From an optimization exercise on the open Yosys and OpenROAD flow, aimed at a short achievable clock period and few clock cycles; shortcuts taken in it are not production practice. Where RTL was checked, it was by simulation tests only, not by an equivalence proof against the original. Power is estimated from default activity; no workload was simulated.

tundra:
## cu_codec
module cu_codec (
    input  wire        clk,
    input  wire        rst_n,
    input  wire        req_valid,
    output wire        req_ready,
    input  wire [7:0]  req_op,
    input  wire [31:0] req_a,
    input  wire [31:0] req_v,
    input  wire [31:0] req_r,
    input  wire        close,
    output reg         rsp_valid,
    output reg  [2:0]  rsp_code,
    output reg  [2:0]  rsp_kind,
    output reg  [31:0] rsp_fuel,
    output reg  [3:0]  rsp_start,
    output reg  [3:0]  rsp_mode,
    output reg  [7:0]  rsp_pit,
    output reg  [3:0]  rsp_display,
    output reg  [4:0]  rsp_tm_addr,
    output reg  [31:0] rsp_tm_stamp,
    output reg  [3:0]  rsp_tm_sector,
    output reg  [31:0] rsp_version,
    output reg  [15:0] rsp_raw_len,
    output reg  [63:0] rsp_raw_head,
    output reg  [15:0] discards,
    output wire        tx_valid,
    input  wire        tx_ready,
    output wire [7:0]  tx_data,
    output wire        tx_last,
    input  wire [1:0]  tx_status,
    input  wire        rx_valid,
    output wire        rx_ready,
    input  wire [7:0]  rx_data,
    input  wire        rx_last,
    input  wire        rx_timeout,
    input  wire        rx_ioerr,
    output reg         diag_valid,
    output reg  [7:0]  diag_byte
);
    localparam [2:0] E_OK = 3'd0, E_VALID = 3'd1, E_FORMAT = 3'd2, E_CHKSUM = 3'd3,
                     E_TIMEOUT = 3'd4, E_IO = 3'd5, E_ILLEGAL = 3'd6;
    localparam [2:0] K_NONE = 3'd0, K_STATUS = 3'd1, K_TIMER = 3'd2, K_RAW = 3'd3,
                     K_VERSION = 3'd4;
    reg st_idle, st_send, st_await;
    reg closed;
    reg [7:0] txd;
    reg       txl;
    assign req_ready = st_idle;
    assign tx_valid  = st_send;
    assign tx_data   = txd;
    assign tx_last   = txl;
    assign rx_ready  = st_await;
    reg [7:0] key;
    reg [2:0] len;
    reg [3:0] n1, n2, n3, n4;
    reg [3:0] chk;               
    reg [3:0] vlo;               
    reg       is_ign, is_lap, is_poll, is_ver, second;
    reg [2:0] idx;               
    wire [7:0] o     = req_op;
    wire       grp0  = (o[7:4] == 4'h0);
    wire       op_w3  = grp0 && (o[3:0] == 4'h1 || o[3:0] == 4'h2 || o[3:0] == 4'h3);
    wire       op_pos = grp0 && (o[3:0] == 4'h4);
    wire       op_clr = grp0 && (o[3:0] == 4'h5);
    wire       op_lap = grp0 && (o[3:0] == 4'h6);
    wire       op_ign = grp0 && (o[3:0] == 4'h7);
  ...
Size in the first run: roughly 1100 cells after synthesis, ~260 flip-flops, roughly 370 I/O pins, about 0.012 sq mm of cells after synthesis.
clock: 12.0 ns
lec_check: 0
abc_clock_period_in_ps: 1000
cap_margin: 20
core_margin: 2
core_utilization: 40
place_density: 0.6
slew_margin: 20
run.sh (not shown) runs the stock make flow with config.mk's settings and CLKGATE_MAP_FILE= SYNTH_SCRIPT=/design/flow/synth_recipe.tcl, a recipe that flattens the netlist after the stock synthesis.
Testbench counts of tundra, summed over its fixed seeds: cycles 116,133.
For maple, these inputs were changed with respect to tundra:
==> flow/flow/run.sh (new file) <==
#!/bin/bash
# The standard layout (the standard.sh: standard synthesis, floorplan,
# placement, CTS, routing, finish) with the same SDC and settings, but with
# the resizer's setup repair aiming for a larger slack margin, so that the
# layout is optimised beyond the constraint's 12 ns.
set -euo pipefail
export SETUP_SLACK_MARGIN=8.8
bash standard.sh finish > standard_flow.log 2>&1
==> flow/standard.sh (new file) <==
#!/bin/bash
# synth_recipe.tcl (not shown) runs the flow's synth.tcl, then flattens the netlist and writes it again
# the make line also repeats each setting of config.mk as NAME=value (left out here)
make -C /OpenROAD-flow-scripts/flow DESIGN_CONFIG=/design/flow/config.mk WORK_HOME=/design/flow/orfs CLKGATE_MAP_FILE= SYNTH_SCRIPT=/design/flow/synth_recipe.tcl "${@:-finish}"
removed: flow/run.sh
## What came out
Per the final summary, maple finished and its layout is clean on timing, DRC and antenna.
tundra ended up with sky130_fd_sc_hd__clkdlybuf4s50_1 as its most common library cell in the layout ignoring fill and taps; maple ended up with sky130_fd_sc_hd__edfxtp_1.
tundra → maple: wire length grew by 7.0 mm; maximum number of pins on one net before global-route repair shrank by 17%; total power consumption of the routed design grew by about 0.8%; share of power burned in combinational logic grew by 2.1 points.
Count of plain and timing-repair buffers in maple is 192 higher than in tundra
Setup slack in maple is larger than in tundra.
[inputs] violet vs maple
- clearing ABC_CLOCK_PERIOD_IN_PS, which used to be 1000
==> flow/run.sh (new file) <==
#!/bin/bash
# synth_recipe.tcl (not shown) runs the flow's synth.tcl, then flattens the netlist and writes it again
# the make line also repeats each setting of config.mk as NAME=value (left out here)
make -C /OpenROAD-flow-scripts/flow DESIGN_CONFIG=/design/flow/config.mk WORK_HOME=/design/flow/orfs CLKGATE_MAP_FILE= SYNTH_SCRIPT=/design/flow/synth_recipe.tcl finish
removed: flow/flow/run.sh
removed: flow/standard.sh
--- outcome ---
Taking violet over maple, the combinational power ratio works out to 0.74.
violet vs. maple: first-iteration DRC count higher; setup slack lower.
Final instance area: violet < maple
Non-clock buffer count: lower on violet
Going from maple to violet, final period utilization went up, global router's overall resource usage went down.
Of maple and violet, the run reporting the higher post-layout total power was maple.
Comparing maple and violet, area added between synthesis and finish is higher on maple.

* * *

Another version of the RTL of cu_codec (not shown whole).
Size in the first run: about 550 flip-flops.
==> flow/design.v (excerpt) <==
module cu_codec (
    input  wire        clk,
    input  wire        rst_n,
    input  wire        req_valid,
    output wire        req_ready,
    input  wire [7:0]  req_op,
    input  wire [31:0] req_a,
    input  wire [31:0] req_v,
    input  wire [31:0] req_r,
    input  wire        close,
    output reg         rsp_valid,
    output reg  [2:0]  rsp_code,
    output reg  [2:0]  rsp_kind,
    output reg  [31:0] rsp_fuel,
    output reg  [3:0]  rsp_start,
    output reg  [3:0]  rsp_mode,
    output reg  [7:0]  rsp_pit,
    output reg  [3:0]  rsp_display,
    output reg  [4:0]  rsp_tm_addr,
    output reg  [31:0] rsp_tm_stamp,
    output reg  [3:0]  rsp_tm_sector,
    output reg  [31:0] rsp_version,
    output reg  [15:0] rsp_raw_len,
    output reg  [63:0] rsp_raw_head,
    output reg  [15:0] discards,
    output wire        tx_valid,
    input  wire        tx_ready,
    output wire [7:0]  tx_data,
    output wire        tx_last,
    input  wire [1:0]  tx_status,
    input  wire        rx_valid,
    output wire        rx_ready,
    input  wire [7:0]  rx_data,
  ...
Settings: LEC_CHECK=0, ABC_CLOCK_PERIOD_IN_PS=1000, CAP_MARGIN=20, CORE_MARGIN=2, CORE_UTILIZATION=50, PLACE_DENSITY=0.6, SLEW_MARGIN=20, SYNTH_HIERARCHICAL=1; clock period 12.0 ns.
standard.sh (not shown) runs the stock make flow with config.mk's settings and CLKGATE_MAP_FILE= SYNTH_SCRIPT=/design/flow/synth_recipe.tcl, a recipe that flattens the netlist after the stock synthesis.
==> flow/flow/run.sh <==
#!/bin/bash
# The standard layout (the standard.sh: standard synthesis, floorplan,
# placement, CTS, routing, finish) with the same SDC and settings, except:
#  * port buffers are sky130_fd_sc_hd__buf_4 (ORFS otherwise picks
#    clkdlybuf4s50_1, a slow delay buffer, for every port);
#  * the resizer's setup repair aims for a larger slack margin, so that the
#    layout is optimised beyond the constraint's 12 ns.
set -euo pipefail
export BUFFER_PORTS_ARGS="-buffer_cell sky130_fd_sc_hd__buf_4"
export SETUP_SLACK_MARGIN=8.8
bash standard.sh finish > standard_flow.log 2>&1
The starting point produced a clean layout.
Rerun with:
Settings changed: SYNTH_HIERARCHICAL 1 to default.
Fmax increases by a few percent.
Critical path depth decreases by 2.
Non-clock buffer count increases by 5.
Wire length decreases by a few percent.
No functional check of the RTL was part of any run of this note.

[re-timing with driven ports]
The results above use ideal ports. As a check the final layouts listed here were re-extracted and re-timed, cells and wires unchanged. Step 1: set_driving_cell puts a clkbuf_16 on clk and a buf_2 on each other input, an assumption about the parent block. Step 2 adds t to the input delays and takes it off the output delays; t is the mean of the earliest and latest rising clock arrival at the registers after step 1. Input paths then give back, and output paths get back, about the clock's delay inside the block. Three values: ideal, step 1, step 2; two values: the first two.
run | t, ns | setup WS [ns] | worst register clock-pin slew, ns
tundra | 0.597 | 7.166 / 7.193 / 6.595 | 0.06 / 0.06
maple | 0.600 | 8.327 / 8.294 / 7.713 | 0.07 / 0.07
violet | 0.597 | 7.166 / 7.193 / 6.595 | 0.06 / 0.06
the first run of note 2 | 0.655 | 8.065 / 8.086 / 7.430 | 0.07 / 0.07
the second run of note 2 | 0.641 | 8.300 / 8.312 / 7.671 | 0.07 / 0.07
After both steps setup and hold are still met in every run listed. For the first run of note 2, which loses most, drivers alone change the setup slack by +0.021 ns; drivers and shift together by -0.635 ns.
